This design comes from an exercise in tuning for a short achievable clock period and few clock cycles on the open sky130 flow, not from production work. The RTL was checked by simulation tests, not by an equivalence proof against the original design. Power figures rest on the tool's default switching activity, not on a simulated workload.

`flow/config.mk`:
```
export PLATFORM = sky130hd
export DESIGN_NAME = image_thresholder
export DESIGN_NICKNAME = image_thresholder
export VERILOG_FILES = /design/flow/design.v
export SDC_FILE = /design/flow/constraint.sdc
export NUM_CORES = 4
export LEC_CHECK = 0
export CAP_MARGIN = 20
export CORE_MARGIN = 2
export CORE_UTILIZATION = 40
export SLEW_MARGIN = 20
```
`flow/constraint.sdc`:
```
create_clock -name core_clock -period 12.0 [get_ports {clk}]
set_input_delay 2.4000 -clock core_clock [delete_from_list [all_inputs] [get_ports {clk}]]
set_output_delay 2.4000 -clock core_clock [all_outputs]
set_load 0.01 [all_outputs]
```
`flow/design.v`:
```
module image_thresholder (
    input  wire        clk,
    input  wire        rst,           
    input  wire        cmd_valid,
    output wire        cmd_ready,
    input  wire [31:0] cmd_data,
    input  wire [7:0]  rd_idx,
    output reg  [31:0] rd_data,
    output wire        out_valid,
    input  wire        out_ready,
    output reg  [7:0]  out_data,
    output wire        out_last
);
    localparam BUF_BYTES = 256;
    localparam NAME_MAX  = 16;
    localparam [2:0] S_IDLE  = 3'd0;
    localparam [2:0] S_LOAD  = 3'd1;
    localparam [2:0] S_EMIT  = 3'd2;
    localparam [2:0] S_DONE  = 3'd3;
    localparam [2:0] S_ERROR = 3'd4;
    localparam [3:0] ERR_DIM      = 4'd1;
    localparam [3:0] ERR_CAPACITY = 4'd2;
    localparam [3:0] ERR_OVERRUN  = 4'd3;
    localparam [3:0] ERR_UNDERRUN = 4'd4;
    localparam [3:0] ERR_SEQUENCE = 4'd5;
    localparam [3:0] ERR_OPCODE   = 4'd6;
    localparam [3:0] ERR_RESERVED = 4'd7;
    localparam [3:0] ERR_NAME     = 4'd8;
    localparam [7:0] OP_NOP    = 8'h00;
    localparam [7:0] OP_SETW   = 8'h01;
    localparam [7:0] OP_SETH   = 8'h02;
    localparam [7:0] OP_SETF   = 8'h03;
    localparam [7:0] OP_NCLR   = 8'h04;
    localparam [7:0] OP_NBYTE  = 8'h05;
    localparam [7:0] OP_START  = 8'h08;
    localparam [7:0] OP_PIXEL  = 8'h09;
    localparam [7:0] OP_THRESH = 8'h0A;
    localparam [7:0] OP_FINISH = 8'h0B;
    localparam [7:0] OP_ABORT  = 8'h0F;
    localparam [2:0] P_MARK = 3'd0;
    localparam [2:0] P_NAME = 3'd1;
    localparam [2:0] P_C1   = 3'd2;
    localparam [2:0] P_BL   = 3'd3;
    localparam [2:0] P_C2   = 3'd4;
    localparam [2:0] P_RS   = 3'd5;
    localparam [2:0] P_C3   = 3'd6;
    localparam [2:0] P_PAY  = 3'd7;
    reg [2:0]  state;
    reg [3:0]  err;
    reg [23:0] width;
    reg [23:0] height;
    reg        flag_inv;
    reg        flag_lb;
    reg [31:0] name_len;
    reg [31:0] row_stride;
    reg [31:0] byte_length;
    reg [23:0] cur_x;
    reg [23:0] cur_y;
    reg [8:0]  thresh_result;
    reg [31:0] out_count;
    reg [7:0]  buffer [0:BUF_BYTES-1];
    reg [7:0]  name   [0:NAME_MAX-1];
    reg        clearing;         
    reg [8:0]  clr_addr;
    reg        inverting;        
    reg [8:0]  inv_addr;
    reg [8:0]  inv_col;
    reg [8:0]  row_base;         
    reg [2:0]  phase;
    reg [4:0]  e_idx;            
    reg [8:0]  e_addr;           
    reg        e_nib;            
    reg [8:0]  e_col;            
    reg        e_lf;             
    wire [7:0]  op    = cmd_data[31:24];
    wire [23:0] imm   = cmd_data[23:0];
    wire [7:0]  pix_r = cmd_data[23:16];
    wire [7:0]  pix_g = cmd_data[15:8];
    wire [7:0]  pix_b = cmd_data[7:0];
    reg op_known;
    reg op_resv_bits;
    always @(*) begin
        op_known     = 1'b1;
        op_resv_bits = 1'b0;
        case (op)
            OP_NOP, OP_NCLR, OP_START, OP_FINISH, OP_ABORT: op_resv_bits = (imm != 24'd0);
            OP_SETF:                                        op_resv_bits = (imm[23:2] != 22'd0);
            OP_NBYTE:                                       op_resv_bits = (imm[23:8] != 16'd0);
            OP_SETW, OP_SETH, OP_PIXEL, OP_THRESH:          op_resv_bits = 1'b0;
            default:                                        op_known = 1'b0;
        endcase
    end
    wire st_cfg = (state == S_IDLE) || (state == S_DONE) || (state == S_ERROR);
    reg op_legal;
    always @(*) begin
        case (op)
            OP_NOP, OP_THRESH, OP_ABORT:                         op_legal = 1'b1;
            OP_SETW, OP_SETH, OP_SETF, OP_NCLR, OP_NBYTE, OP_START: op_legal = st_cfg;
            OP_PIXEL, OP_FINISH:                                 op_legal = (state == S_LOAD);
            default:                                             op_legal = 1'b0;
        endcase
    end
    wire [9:0] pix_sum   = {2'b00, pix_r} + {2'b00, pix_g} + {2'b00, pix_b};
    wire [9:0] pix_gray  = pix_sum / 10'd3;
    wire       pix_light = (pix_gray >= 10'd127);
    wire [24:0] start_w7 = {1'b0, width} + 25'd7;
    wire [21:0] start_rs = start_w7[24:3];
    wire [45:0] start_bl = height * start_rs;
    wire [7:0]  pix_addr = row_base[7:0] + cur_x[10:3];    
    wire [7:0]  pix_mask = 8'h80 >> cur_x[2:0];
    wire [7:0]  last_mask = (width[2:0] == 3'd0) ? 8'hFF : ~(8'hFF >> width[2:0]);
    assign cmd_ready = !clearing && (state != S_EMIT);
    wire   cmd_fire  = cmd_valid && cmd_ready;
    wire [9:0] bl_v = byte_length[9:0];
    wire [9:0] rs_v = row_stride[9:0];
    wire [9:0] bl_d2 = bl_v / 10'd100;
    wire [9:0] bl_d1 = (bl_v / 10'd10) % 10'd10;
    wire [9:0] bl_d0 = bl_v % 10'd10;
    wire [9:0] rs_d2 = rs_v / 10'd100;
    wire [9:0] rs_d1 = (rs_v / 10'd10) % 10'd10;
    wire [9:0] rs_d0 = rs_v % 10'd10;
    wire [1:0] bl_nd = (bl_v >= 10'd100) ? 2'd3 : (bl_v >= 10'd10) ? 2'd2 : 2'd1;
    wire [1:0] rs_nd = (rs_v >= 10'd100) ? 2'd3 : (rs_v >= 10'd10) ? 2'd2 : 2'd1;
    wire [9:0] bl_dig_w = (e_idx[1:0] == 2'd0) ? bl_d2 : (e_idx[1:0] == 2'd1) ? bl_d1 : bl_d0;
    wire [9:0] rs_dig_w = (e_idx[1:0] == 2'd0) ? rs_d2 : (e_idx[1:0] == 2'd1) ? rs_d1 : rs_d0;
    wire [7:0] pay_byte = buffer[e_addr[7:0]];
    wire [3:0] pay_nib  = e_nib ? pay_byte[3:0] : pay_byte[7:4];
    wire [7:0] pay_hex  = (pay_nib < 4'd10) ? (8'h30 + {4'd0, pay_nib}) : (8'h37 + {4'd0, pay_nib});
    always @(*) begin
        case (phase)
            P_MARK:  out_data = (e_idx == 5'd0) ? 8'h7E : (e_idx == 5'd1) ? 8'h44 : 8'h47;
            P_NAME:  out_data = name[e_idx[3:0]];
            P_C1, P_C2, P_C3: out_data = 8'h2C;
            P_BL:    out_data = {4'h3, bl_dig_w[3:0]};
            P_RS:    out_data = {4'h3, rs_dig_w[3:0]};
            default: out_data = e_lf ? 8'h0A : pay_hex;
        endcase
    end
    wire pay_last = (phase == P_PAY) && !e_lf && e_nib && ({1'b0, e_addr} == bl_v - 10'd1);
    assign out_valid = (state == S_EMIT) && !inverting;
    assign out_last  = out_valid && pay_last;
    wire   out_fire  = out_valid && out_ready;
    always @(*) begin
        case (rd_idx)
            8'h00:   rd_data = {24'd0, err, 1'b0, state};
            8'h01:   rd_data = {8'd0, width};
            8'h02:   rd_data = {8'd0, height};
            8'h03:   rd_data = {30'd0, flag_lb, flag_inv};
            8'h04:   rd_data = name_len;
            8'h05:   rd_data = row_stride;
            8'h06:   rd_data = byte_length;
            8'h07:   rd_data = {8'd0, cur_x};
            8'h08:   rd_data = {8'd0, cur_y};
            8'h09:   rd_data = {23'd0, thresh_result};
            8'h0A:   rd_data = out_count;
            8'h0B:   rd_data = 32'd0;               
            8'h0C:   rd_data = BUF_BYTES;
            8'h0D:   rd_data = NAME_MAX;
            default: rd_data = 32'd0;
        endcase
    end
    always @(posedge clk) begin
        if (rst) begin
            state         <= S_IDLE;
            err           <= 4'd0;
            width         <= 24'd0;
            height        <= 24'd0;
            flag_inv      <= 1'b0;
            flag_lb       <= 1'b0;
            name_len      <= 32'd0;
            row_stride    <= 32'd0;
            byte_length   <= 32'd0;
            cur_x         <= 24'd0;
            cur_y         <= 24'd0;
            thresh_result <= 9'd0;
            out_count     <= 32'd0;
            clearing      <= 1'b0;
            clr_addr      <= 9'd0;
            inverting     <= 1'b0;
            inv_addr      <= 9'd0;
            inv_col       <= 9'd0;
            row_base      <= 9'd0;
            phase         <= P_MARK;
            e_idx         <= 5'd0;
            e_addr        <= 9'd0;
            e_nib         <= 1'b0;
            e_col         <= 9'd0;
            e_lf          <= 1'b0;
        end else if (clearing) begin
            if ({1'b0, clr_addr} == bl_v - 10'd1)
                clearing <= 1'b0;
            clr_addr <= clr_addr + 9'd1;
        end else if (inverting) begin
            if (inv_col == rs_v[8:0] - 9'd1)
                inv_col <= 9'd0;
            else
                inv_col <= inv_col + 9'd1;
            if ({1'b0, inv_addr} == bl_v - 10'd1)
                inverting <= 1'b0;
            inv_addr <= inv_addr + 9'd1;
        end else if (state == S_EMIT) begin
            if (out_fire) begin
                out_count <= out_count + 32'd1;
                case (phase)
                    P_MARK: begin
                        if (e_idx == 5'd2) begin
                            e_idx <= 5'd0;
                            phase <= (name_len == 32'd0) ? P_C1 : P_NAME;
                        end else begin
                            e_idx <= e_idx + 5'd1;
                        end
                    end
                    P_NAME: begin
                        if ({27'd0, e_idx} == name_len - 32'd1) begin
                            e_idx <= 5'd0;
                            phase <= P_C1;
                        end else begin
                            e_idx <= e_idx + 5'd1;
                        end
                    end
                    P_C1: begin
                        phase <= P_BL;
                        e_idx <= {3'd0, 2'd3 - bl_nd};
                    end
                    P_BL: begin
                        if (e_idx == 5'd2) phase <= P_C2;
                        e_idx <= e_idx + 5'd1;
                    end
                    P_C2: begin
                        phase <= P_RS;
                        e_idx <= {3'd0, 2'd3 - rs_nd};
                    end
                    P_RS: begin
                        if (e_idx == 5'd2) phase <= P_C3;
                        e_idx <= e_idx + 5'd1;
                    end
                    P_C3: begin
                        phase  <= P_PAY;
                        e_addr <= 9'd0;
                        e_nib  <= 1'b0;
                        e_col  <= 9'd0;
                        e_lf   <= flag_lb;
                    end
                    default: begin
                        if (e_lf) begin
                            e_lf <= 1'b0;
                        end else if (!e_nib) begin
                            e_nib <= 1'b1;
                        end else begin
                            e_nib  <= 1'b0;
                            e_addr <= e_addr + 9'd1;
                            if (e_col == rs_v[8:0] - 9'd1) begin
                                e_col <= 9'd0;
                                e_lf  <= flag_lb;
                            end else begin
                                e_col <= e_col + 9'd1;
                            end
                            if (pay_last)
                                state <= S_DONE;
                        end
                    end
                endcase
            end
        end else if (cmd_fire) begin
            if (!op_known) begin
                if (state != S_ERROR) begin state <= S_ERROR; err <= ERR_OPCODE; end
            end else if (op_resv_bits) begin
                if (state != S_ERROR) begin state <= S_ERROR; err <= ERR_RESERVED; end
            end else if (!op_legal) begin
                if (state != S_ERROR) begin state <= S_ERROR; err <= ERR_SEQUENCE; end
            end else begin
                case (op)
                    OP_SETW: width  <= imm;
                    OP_SETH: height <= imm;
                    OP_SETF: begin
                        flag_inv <= imm[0];
                        flag_lb  <= imm[1];
                    end
                    OP_NCLR: name_len <= 32'd0;
                    OP_NBYTE: begin
                        if (name_len == NAME_MAX) begin
                            if (state != S_ERROR) begin state <= S_ERROR; err <= ERR_NAME; end
                        end else begin
                            name_len <= name_len + 32'd1;
                        end
                    end
                    OP_START: begin
                        if (width == 24'd0 || height == 24'd0) begin
                            state <= S_ERROR;
                            err   <= ERR_DIM;
                        end else if (start_bl > BUF_BYTES) begin
                            state <= S_ERROR;
                            err   <= ERR_CAPACITY;
                        end else begin
                            state       <= S_LOAD;
                            err         <= 4'd0;
                            row_stride  <= {10'd0, start_rs};
                            byte_length <= start_bl[31:0];
                            cur_x       <= 24'd0;
                            cur_y       <= 24'd0;
                            row_base    <= 9'd0;
                            out_count   <= 32'd0;
                            clearing    <= 1'b1;
                            clr_addr    <= 9'd0;
                        end
                    end
                    OP_PIXEL: begin
                        if (cur_y == height) begin
                            state <= S_ERROR;
                            err   <= ERR_OVERRUN;
                        end else if ({1'b0, cur_x} + 25'd1 < {1'b0, width}) begin
                            cur_x <= cur_x + 24'd1;
                        end else begin
                            cur_x    <= 24'd0;
                            cur_y    <= cur_y + 24'd1;
                            row_base <= row_base + row_stride[8:0];
                        end
                    end
                    OP_THRESH: thresh_result <= {pix_light, pix_gray[7:0]};
                    OP_FINISH: begin
                        if (cur_y != height) begin
                            state <= S_ERROR;
                            err   <= ERR_UNDERRUN;
                        end else begin
                            state     <= S_EMIT;
                            out_count <= 32'd0;
                            inverting <= flag_inv;
                            inv_addr  <= 9'd0;
                            inv_col   <= 9'd0;
                            phase     <= P_MARK;
                            e_idx     <= 5'd0;
                        end
                    end
                    OP_ABORT: begin
                        state <= S_IDLE;
                        err   <= 4'd0;
                    end
                    default: ;
                endcase
            end
        end
    end
    wire pix_set  = cmd_fire && op_known && op_legal && (op == OP_PIXEL)
                    && (cur_y != height) && pix_light;
    wire inv_last = (inv_col == rs_v[8:0] - 9'd1);
    always @(posedge clk) begin
        if (!rst) begin
            if (clearing)
                buffer[clr_addr[7:0]] <= 8'h00;
            else if (inverting)
                buffer[inv_addr[7:0]] <= ~buffer[inv_addr[7:0]] & (inv_last ? last_mask : 8'hFF);
            else if (pix_set)
                buffer[pix_addr] <= buffer[pix_addr] | pix_mask;
        end
    end
    always @(posedge clk) begin
        if (!rst && cmd_fire && op_known && !op_resv_bits && op_legal && (op == OP_NBYTE)
            && (name_len != NAME_MAX))
            name[name_len[3:0]] <= imm[7:0];
    end
endmodule
```
`flow/run.sh`:
```
#!/bin/bash
# synth_recipe.tcl (not shown) runs the flow's synth.tcl, then flattens the netlist and writes it again
# the make line also repeats each setting of config.mk as NAME=value (left out here)
make -C /OpenROAD-flow-scripts/flow DESIGN_CONFIG=/design/flow/config.mk WORK_HOME=/design/flow/orfs CLKGATE_MAP_FILE= SYNTH_SCRIPT=/design/flow/synth_recipe.tcl finish
```
==> flow_metrics.tcl <==
set metrics [dict create \
    clkTransAtPathRegs_ns 0.06 \
    critPathCaptureType "flop" \
    h-tree-depth 5 \
    rsz0062_at_grt "no" \
    ys_ff_latch 2493 \
    nFillCells 33824 \
    synth-edff-count 2176 \
    start_util_pct 40.23 \
    required_ns 12.74 \
    fin_setup_tns_ns 0 \
    clock_latency_ns 0.96 \
    hp-class "flop to flop" \
    ys.flop_type "edfxtp_1" \
    gr-usage-all-layers_pct 26.81 \
    cts.sinks 2493 \
    cts_made_buffers 278 \
    critPathBufInv 8 \
    wl_per_cell_um 34.01 \
    area_delta_synth_final_pct 11.59 \
    crit_family "simple AND/OR/NAND/NOR gates" \
    avgSynthCellArea_sq_um 15.13 \
    grt_util_met2_pct 42.41 \
    cts_buffer_depth 4 \
    die_area_sq_mm 0.3969 \
    yosysSeqAreaShare_pct 45.74 \
    top_usage_layer "met2" \
    power.density_mw_per_mm2 104.7 \
    slowest_stage "fa_1" \
    core-area_sq_mm 0.3897 \
    drt_iter0_drc 13689 \
    postCtsSetupRepairBufs 0 \
    cts_resized 0 \
    cp.arrival_ns 12.07 \
    port_buffers 86 \
    clockRootBuffer "clkbuf_16" \
    drv_cap 0 \
    dpl_worst_slack_ns 0.3396 \
    leakage_nw 61.80 \
    grt_max_degree 161 \
    placementRows 229 \
    syn_area_sq_mm 0.1567 \
    vias 103622 \
    drc_errors 0 \
    grt_overflow 0 \
    die_y_um 630.0 \
    ios 87 \
    grt_pass1_wl_um 769600 \
    max_stage_delay_ns 0.55 \
    postSynthCellCount 10362 \
    cp_max_fo 22 \
    slew_headroom_pct 14.61 \
    finalSetupViolations 0 \
    hpwl_um 371000 \
    nets 11114 \
    crit_top_cell "buf_4" \
    final_layout_size_suffix_gt1_share_pct 29.70 \
    r2r_slack_ns 0.67 \
    tightest_slew_ns 1.281 \
    drt-total-wl_um 537900 \
    ctsHoldBuffers 0 \
    antenna_found_initial 33 \
    use_met3_pct 5.945 \
    fin_crit_sh_pct 94.45 \
    hold_viol_final 0 \
    yosysWarnings 1 \
    setup_ws_ns 0.6663 \
    antenna_left 0 \
    first_pass_iters 9 \
    async_flop_share_pct 0 \
    grt_pass1_vias 104237 \
    routed_via_density 6.552 \
    slew_viol_final 0 \
    dieWidth_um 630.0 \
    yosysUniqueCellTypes 93 \
    use_met1_pct 34.42 \
    crit_type "flop to flop" \
    synthesis.nets 11094 \
    cts_tree "done" \
    finalClockSkew_ns 0.1069 \
    max_freq_mhz 88.23 \
    outcome "finished clean" \
    vdd_drop_max_uv 128.3 \
    start_kind "flop" \
    gp_congestion 0.9448 \
    period_minus_slack_ns 11.33 \
]
-- state kept, by name, summed over array words and instances (netlist names), 22 cells and up, named ones only --
| name | count |
|---|---|
| out_count | 32 |
| height | 24 |
| name_len | 32 |
| cur_y | 24 |
| name | 128 |
| row_stride | 22 |
| width | 24 |
| buffer | 2048 |
| cur_x | 24 |
| byte_length | 32 |
-- layout make-up --
type                       count  area [sq um]  share of cell area (%)
multi-input combinational   6426         80280                   45.89
sequential                  2493         71730                   41.01
timing repair buffer         581          5234                   2.992
tap                         5197          6502                   3.717
clock inverter               150          1509                  0.8627
clock buffer                 339          7333                   4.192
antenna                       28         70.07                 0.04006
inverter                     602          2260                   1.292
-- kinds of logic after synthesis --
| kind of cell | count (synthesis) | share of synthesized area [%] |
|---|---|---|
| AOI/OAI and AO/OA | 966 | 4.081 |
| muxes | 2198 | 30.59 |
| adders and majority gates | 693 | 7.669 |
| xor gates and xnor gates | 290 | 1.641 |
| and+or+nand+nor | 2279 | 6.792 |
| buffers and inverters | 1443 | 3.495 |
| DFF | 2493 | 45.74 |
-- through the flow --
stage                     hold WS (ns)  power [mW]  cell area (sq um)  utilization [%]  instances
final                           0.4610       18.32             174900            44.89      15816
after global routing            0.4695       18.76             174900            44.87      15789
after CTS                       0.4627       18.38             174800            44.85      15788
after detailed placement        0.4437       9.968             165900            42.59      15299
after global placement          0.4432       9.963             165800            42.56      15295
after floorplan                 0.4286       9.810             156800                -      10362
-- final timing paths --
kind	start	to	cells after the start
setup / recovery	width[1]	row_base[4]	42
hold reg to reg	byte_length[28]	byte_length[28]	1
hold / removal	byte_length[28]	byte_length[28]	1
setup reg to reg	width[1]	row_base[4]	42
-- worst reg2reg max path: cells and delay by family, from the launching register on --
kind | cells | cell delay, ns
flops | 1 | 0.32
buf+inv | 8 | 1.55
xor+xnor | 1 | 0.14
simple gates | 20 | 4.15
fa+ha+maj | 8 | 3.91
compound gates | 3 | 0.76
mux | 2 | 0.38
-- cells in the final DEF, fill, tap and decap left out, drive strengths merged, types with 85 or more instances in the layout --
master,instances
edfxtp,2176
mux4,2071
nand2,744
inv,615
nor2,599
buf,496
fa,448
clkbuf,339
dfxtp,317
a21oi,278
ha,240
nor3,197
o21ai,195
xnor2,178
and2,145
nand3,135
xor2,111
mux2i,111
clkinv,106
clkdlybuf4s50,85
-- cells in the mapped netlist (189+ instances only) --
cell type | n | area [sq um]
o21ai_0 | 189 | 945.9
buf_1 | 221 | 829.6
edfxtp_1 | 2176 | 65340
nor2_1 | 599 | 2248
ha_1 | 240 | 3003
mux4_2 | 2071 | 46640
fa_1 | 448 | 8969
dfxtp_1 | 317 | 6346
nor3_1 | 196 | 980.9
clkbuf_1 | 579 | 2173
inv_1 | 599 | 2248
a21oi_1 | 276 | 1381
nand2_1 | 744 | 2793
-- per-layer routing --
layer,wire length [um],vias up
met1,192600,54546
met4,35930,16
met5,113,-
met2,253100,6369
li1,-,41364
met3,56130,1327
-- power breakdown --
| group | leakage [nW] | switching [mW] | internal [mW] |
|---|---|---|---|
| clock network | 4.30 | 3.74 | 4.78 |
| registers | 27.5 | 0.00141 | 9.29 |
| logic | 30.0 | 0.332 | 0.173 |
Testbench counts, summed over its fixed seeds: cycles 123,918.

static timing again, ports no longer ideal:
The flow's constraints put no driver on any port. The routed layout listed below was extracted and timed again, unchanged, in two steps. Step 1 assumes that a clkbuf_16 drives the clock port and a buf_2 every other input. Step 2, shift: input delay + t, output delay - t, t = (earliest + latest rising clock arrival at the registers) / 2. This alone moves slack from input paths to output paths. a / b / c = no drivers / after step 1 / after step 2; a / b = the first two.
t (ns): 1.011
slack for setup (ns): 0.666 / 0.666 / 0.227
worst setup path after step 2: input to register
clock arrival spread, ns: 0.107 / 0.107
slew at the worst register clock pin (ns): 0.07 / 0.07
After both steps setup and hold are still met in this run. The setup slack of this run moves by 0.000 ns with the drivers and by -0.439 ns with both steps.
